This is an optimization exercise on Yosys and OpenROAD, whose aim is small area, a short achievable clock period and few clock cycles per item, not a production implementation.
Power figures rest on the tool's default switching activity, not on a simulated workload.

## sge_fsk_mod
module sge_fsk_mod (
    input  wire       clk,
    input  wire       rst,
    input  wire       cfg_msb_first,    
    input  wire       cfg_invert_ss,    
    input  wire       in_valid,
    output wire       in_ready,
    input  wire [7:0] in_data,
    input  wire       in_last,
    output wire       out_valid,
    input  wire       out_ready,
    output wire [7:0] out_sample,
    output wire       out_last
);
clock: 8.5 ns
lec_check: 0
abc_area: 1
cap_margin: 20
core_margin: 2
core_utilization: 40
cts_cluster_diameter: 200
cts_cluster_size: 60
setup_slack_margin: 5
slew_margin: 20
standard.sh (not shown) runs the stock make flow with config.mk's settings and CLKGATE_MAP_FILE= SYNTH_SCRIPT=/design/flow/synth_recipe.tcl, a recipe that flattens the netlist after the stock synthesis.
==> flow/flow/run.sh <==
#!/bin/bash
# The standard layout (the standard.sh) with two changes:
# - after the standard synthesis, the combinational logic is mapped again by
#   abc with a stronger area script (flow/reopt.sh); every register keeps its
#   cell, name and connections;
# - the port buffers are buf_2 cells instead of the default choice.
# Synthesis leaves full and half adders as plain gates (no adder cells).
set -euo pipefail
export ADDER_MAP_FILE=
export BUFFER_PORTS_ARGS="-buffer_cell sky130_fd_sc_hd__buf_2"
R=orfs/results/$FLOW_PLATFORM/sge_fsk_mod/base
bash standard.sh synth > synth.log 2>&1
cp $R/1_2_yosys.v std_synth.v
bash flow/reopt.sh std_synth.v $R/1_2_yosys.v reopt $PWD/flow/abc_deep.script > reopt_summary.log 2>&1
rm -f $R/1_synth.odb
bash standard.sh finish > flow.log 2>&1
==> flow/flow/abc_deep.script <==
strash
&get -n
&deepsyn -T 60
&dch -f
&nf -R 1000
&put
Other scripts of this flow, unchanged in this note and not shown: flow/flow/cells2v.py, flow/flow/reopt.sh
Edit:
==> flow/flow/abc_deep.script (replaced) <==
strash
&get -n
&deepsyn -T 30
&put
dch -f
map -a
- CTS_CLUSTER_DIAMETER: 200 -> default
- CTS_CLUSTER_SIZE: 60 -> 40
- SETUP_SLACK_MARGIN: 5 -> 1
The changed run ran to the end with no violations.
Total power shrinks by about 1.6%.
Sequential power drops by about 2%.
Synthesized cell count increases by 19%.
Edit:
--- a/flow/flow/run.sh
+++ b/flow/flow/run.sh
@@ -15,2 +15,2 @@
 rm -f $R/1_synth.odb
-bash standard.sh finish > flow.log 2>&1
+bash standard.sh SETUP_SLACK_MARGIN=6 finish > flow.log 2>&1
- CTS_CLUSTER_SIZE: 40 -> default
- SETUP_SLACK_MARGIN: 1 -> 5
Effect: Sequential power goes up by about 1%. Flip-flop and latch count is unchanged. Wire length went up by 79%. Cell area grows by 59%. Non-clock buffer count is higher by 149.
Edit:
--- a/flow/flow/run.sh
+++ b/flow/flow/run.sh
@@ -15,2 +15,2 @@
 rm -f $R/1_synth.odb
-bash standard.sh SETUP_SLACK_MARGIN=6 finish > flow.log 2>&1
+bash standard.sh finish > flow.log 2>&1
What happened: Via count falls by about a fifth. Hold slack got worse by 15 ps. Wire length is lower by well over a third. Clock-buffer cell count does not change. Combinational power drops by well over a third. Utilization falls by 24 points. Clock skew decreases by 4.0 ps. Die area is unchanged.
Function was not checked in any run of this note: the RTL went through the layout flow alone.

---

Another version of the RTL of sge_fsk_mod (not shown whole).
For scale: roughly 660 cells after synthesis, about 64 flip-flops, about 26 I/O pins, about 4600 um2 of cells after synthesis.
make LEC_CHECK=0 ABC_AREA=1 CAP_MARGIN=20 CORE_MARGIN=2 CORE_UTILIZATION=40 SETUP_SLACK_MARGIN=5 SLEW_MARGIN=20 finish   # period 8.5 ns
run.sh (not shown) runs the stock make flow with config.mk's settings and CLKGATE_MAP_FILE= SYNTH_SCRIPT=/design/flow/synth_recipe.tcl, a recipe that flattens the netlist after the stock synthesis.
Stock flow here: none of the scripts above is used.
The first run went through all stages and came out clean.
Next try:
Settings changed: ABC_AREA 1 to not set, ABC_CLOCK_PERIOD_IN_PS set to 3000.
Outcome: The changed run produced a clean layout. Wire length goes up by 16%. Worst hold slack loses 0.0077 ns. Total power goes up by 0.84%. Synthesized cell count goes down by 4.7%. Maximum frequency goes down by 2.6%. Sequential power barely changes. Global-route usage goes up by 0.75 points.
No run of this note included a check of the RTL's function; only the layout flow was run.

## port drivers added, routing unchanged
The results above use ideal ports. As a check the final layouts listed here were re-extracted and re-timed, cells and wires unchanged. Step 1 (the two cells are an assumption about what drives the block):
set clk [get_ports {clk}]
set_driving_cell -lib_cell sky130_fd_sc_hd__clkbuf_16 $clk
set_driving_cell -lib_cell sky130_fd_sc_hd__buf_2 [delete_from_list [all_inputs] $clk]
Step 2, shift: input delay + t, output delay - t, t = (earliest + latest rising clock arrival at the registers) / 2. This alone moves slack from input paths to output paths. Slacks: ideal / step 1 / step 2; pairs: ideal / step 1.
| run | t, ns | setup WS [ns] | worst hold slack (ns) | worst setup path after step 2 | worst slew at a driven data input, ns |
|---|---|---|---|---|---|
| the first run of note 1 | 0.358 | 5.156 / 5.167 / 4.809 | 0.464 / 0.464 / 0.464 | input to register | 0.03 |
| the second run of note 1 | 0.369 | 4.301 / 4.309 / 3.940 | 0.452 / 0.452 / 0.452 | input to register | 0.04 |
| the third run of note 1 | 0.381 | 5.368 / 5.368 / 5.153 | 0.474 / 0.474 / 0.474 | input to register | 0.06 |
| the fourth run of note 1 | 0.357 | 5.202 / 5.208 / 4.851 | 0.459 / 0.459 / 0.459 | input to register | 0.03 |
| the first run of note 2 | 0.364 | 5.176 / 5.190 / 4.826 | 0.468 / 0.468 / 0.468 | input to register | 0.03 |
| the second run of note 2 | 0.367 | 5.086 / 5.086 / 4.772 | 0.460 / 0.460 / 0.460 | input to register | 0.03 |
After both steps setup and hold are still met in every run listed. For the second run of note 1, which loses most, drivers alone change the setup slack by +0.008 ns; drivers and shift together by -0.361 ns.
